What follows belongs to an exercise in optimizing a design on an open flow for small area, a short achievable clock period and few clock cycles per item; a production flow would make more cautious choices.
Function was checked by simulation only, so behaviour that the tests miss may differ from the original.

job 8082:
// dec32
module dec32 (
    input  wire        clk,
    input  wire        rst,
    input  wire        in_valid,
    output wire        in_ready,
    input  wire [31:0] in_value,
    output wire        out_valid,
    input  wire        out_ready,
    output wire [3:0]  out_len,
    output wire [87:0] out_str
);
    reg  ov;                
    wire adv = ~ov | out_ready;
    reg  [31:0] isk_x;      
    reg         isk_v;      
    reg         isk_r;      
    always @(posedge clk) if (~isk_v) isk_x <= in_value;
    always @(posedge clk)
        if (rst) isk_v <= 1'b0; else isk_v <= ~adv & (isk_v | in_valid);
    always @(posedge clk)
        if (rst) isk_r <= 1'b0; else isk_r <= ~adv & (isk_r | in_valid);
    assign in_ready = ~isk_r;
    wire [31:0] in_x = isk_v ? isk_x : in_value;
    wire        in_v = isk_v | in_valid;
    reg  [31:0] r0_x;
    reg         r0_v;
    always @(posedge clk) if (adv) r0_x <= in_x;
  ...
Size: ~310 flip-flops, roughly 130 I/O pins, about 21000 sq um of cells after synthesis.
export LEC_CHECK = 0
export ABC_AREA = 1
export CAP_MARGIN = 20
export CORE_MARGIN = 2
export CORE_UTILIZATION = 50
export CTS_CLUSTER_DIAMETER = 100
export CTS_CLUSTER_SIZE = 30
export SLEW_MARGIN = 20
create_clock -name core_clock -period 10.0 [get_ports {clk}]
standard.sh (not shown) runs the stock make flow with config.mk's settings and CLKGATE_MAP_FILE= SYNTH_SCRIPT=/design/flow/synth_recipe.tcl, a recipe that flattens the netlist after the stock synthesis.
==> flow/flow/run.sh <==
#!/bin/bash
# The standard layout (the standard.sh, standard synthesis included), with
# ORFS's timing repair aimed at a setup slack of 6.85 ns instead of 0 so that
# it works toward a shorter achieved period. The clock period and the SDC are
# unchanged. Every port still gets its own buffer (a buf_2 rather than the
# default pick). standard.sh's full output goes to standard.log.
export SETUP_SLACK_MARGIN=6.85
export BUFFER_PORTS_ARGS="-buffer_cell sky130_fd_sc_hd__buf_2"
bash standard.sh > standard.log 2>&1
Testbench counts of job 8082, summed over its fixed seeds: cycles 2,104, items 2,048.
The following lists how job 2371 was set up differently from job 8082:
- CTS_CLUSTER_SIZE: 30 -> 20
- CTS_CLUSTER_DIAMETER: 100 -> 60
Notes after the runs:
- Per the final summary, job 2371 finished and its layout is clean on timing, DRC and antenna.
- Changes observed in job 2371 relative to job 8082: cell count went up by 24, cell area after layout went up by 520 sq um.
- Looking only at fraction of standard cell area that is sequential, and setting everything else aside, the lower value of job 2371 and job 8082 goes to job 2371.
- Via count across job 2371 and job 8082: no real change.
What job 4171 does differently from job 2371 at the input level:
- swapping 20 for 30 in CTS_CLUSTER_SIZE
### Flow results
Across job 2371 and job 4171, none had a timing, DRC or antenna violation. Final area (higher): job 4171. The sum of routed wire length over all layers of job 2371 and that of job 4171 are within noise of each other.

Starting RTL as in the previous note.
export LEC_CHECK = 0
export ABC_AREA = 1
export CAP_MARGIN = 20
export CORE_MARGIN = 2
export CORE_UTILIZATION = 50
export CTS_CLUSTER_DIAMETER = 100
export CTS_CLUSTER_SIZE = 25
export SLEW_MARGIN = 20
create_clock -name core_clock -period 10.0 [get_ports {clk}]
Scripts as last shown in full above: flow/flow/run.sh
Testbench counts at the start, summed over its fixed seeds: cycles 2,104, items 2,048.
Edit:
--- a/flow/config.mk
+++ b/flow/config.mk
@@ -8,3 +8,3 @@
 export ABC_AREA = 1
-export CAP_MARGIN = 20
+export CAP_MARGIN = 5
 export CORE_MARGIN = 2
@@ -13,2 +13,2 @@
 export CTS_CLUSTER_SIZE = 25
-export SLEW_MARGIN = 20
+export SLEW_MARGIN = 5
Effect: The new run completed with no timing, DRC or antenna violations; core utilization stays the same; clock skew does not change; area after synthesis is unchanged; non-clock buffer count stays the same; wire length does not change; die area is unchanged; setup slack does not change.
Edit:
--- a/flow/config.mk
+++ b/flow/config.mk
@@ -8,7 +8,7 @@
 export ABC_AREA = 1
-export CAP_MARGIN = 5
+export CAP_MARGIN = 20
 export CORE_MARGIN = 2
-export CORE_UTILIZATION = 50
+export CORE_UTILIZATION = 62
 export CTS_CLUSTER_DIAMETER = 100
-export CTS_CLUSTER_SIZE = 25
-export SLEW_MARGIN = 5
+export CTS_CLUSTER_SIZE = 30
+export SLEW_MARGIN = 20
Effect: The changed run finished clean; maximum frequency falls by about 0.8%; via count went up by about 1.4%; critical path depth does not change; worst hold slack is worse by 0.0075 ns; setup slack degrades by 0.026 ns.

## what the ideal ports hide
The results above use ideal ports. As a check the final layouts listed here were re-extracted and re-timed, cells and wires unchanged. Step 1 sets driving cells, clkbuf_16 on the clock port and buf_2 on the other inputs (assumed; they add their load-dependent delay and slew). Step 2 times the ports against the registers' clock, not the clock port: input delays grow and output delays shrink by t, the midpoint of the rising clock arrivals with the driver on. Slacks: ideal ports / drivers / drivers and shift; pairs: ideal ports / drivers.
run | t, ns | setup WS [ns] | hold slack, ns | slew at the worst register clock pin (ns) | cell pins on the clock port's net
job 8082 | 0.591 | 6.837 / 6.779 / 6.462 | 0.427 / 0.427 / 0.427 | 0.12 / 0.12 | 1
job 2371 | 0.623 | 6.838 / 6.782 / 6.446 | 0.415 / 0.415 / 0.415 | 0.08 / 0.08 | 1
job 4171 | 0.623 | 6.839 / 6.781 / 6.441 | 0.414 / 0.414 / 0.414 | 0.09 / 0.09 | 1
the first run of note 2 | 0.587 | 6.844 / 6.787 / 6.453 | 0.427 / 0.427 / 0.427 | 0.11 / 0.11 | 1
the second run of note 2 | 0.587 | 6.844 / 6.787 / 6.453 | 0.427 / 0.427 / 0.427 | 0.11 / 0.11 | 1
the third run of note 2 | 0.578 | 6.817 / 6.764 / 6.476 | 0.419 / 0.419 / 0.419 | 0.12 / 0.12 | 1
After both steps setup and hold are still met in every run listed. For job 4171, which loses most, drivers alone change the setup slack by -0.058 ns; drivers and shift together by -0.398 ns.
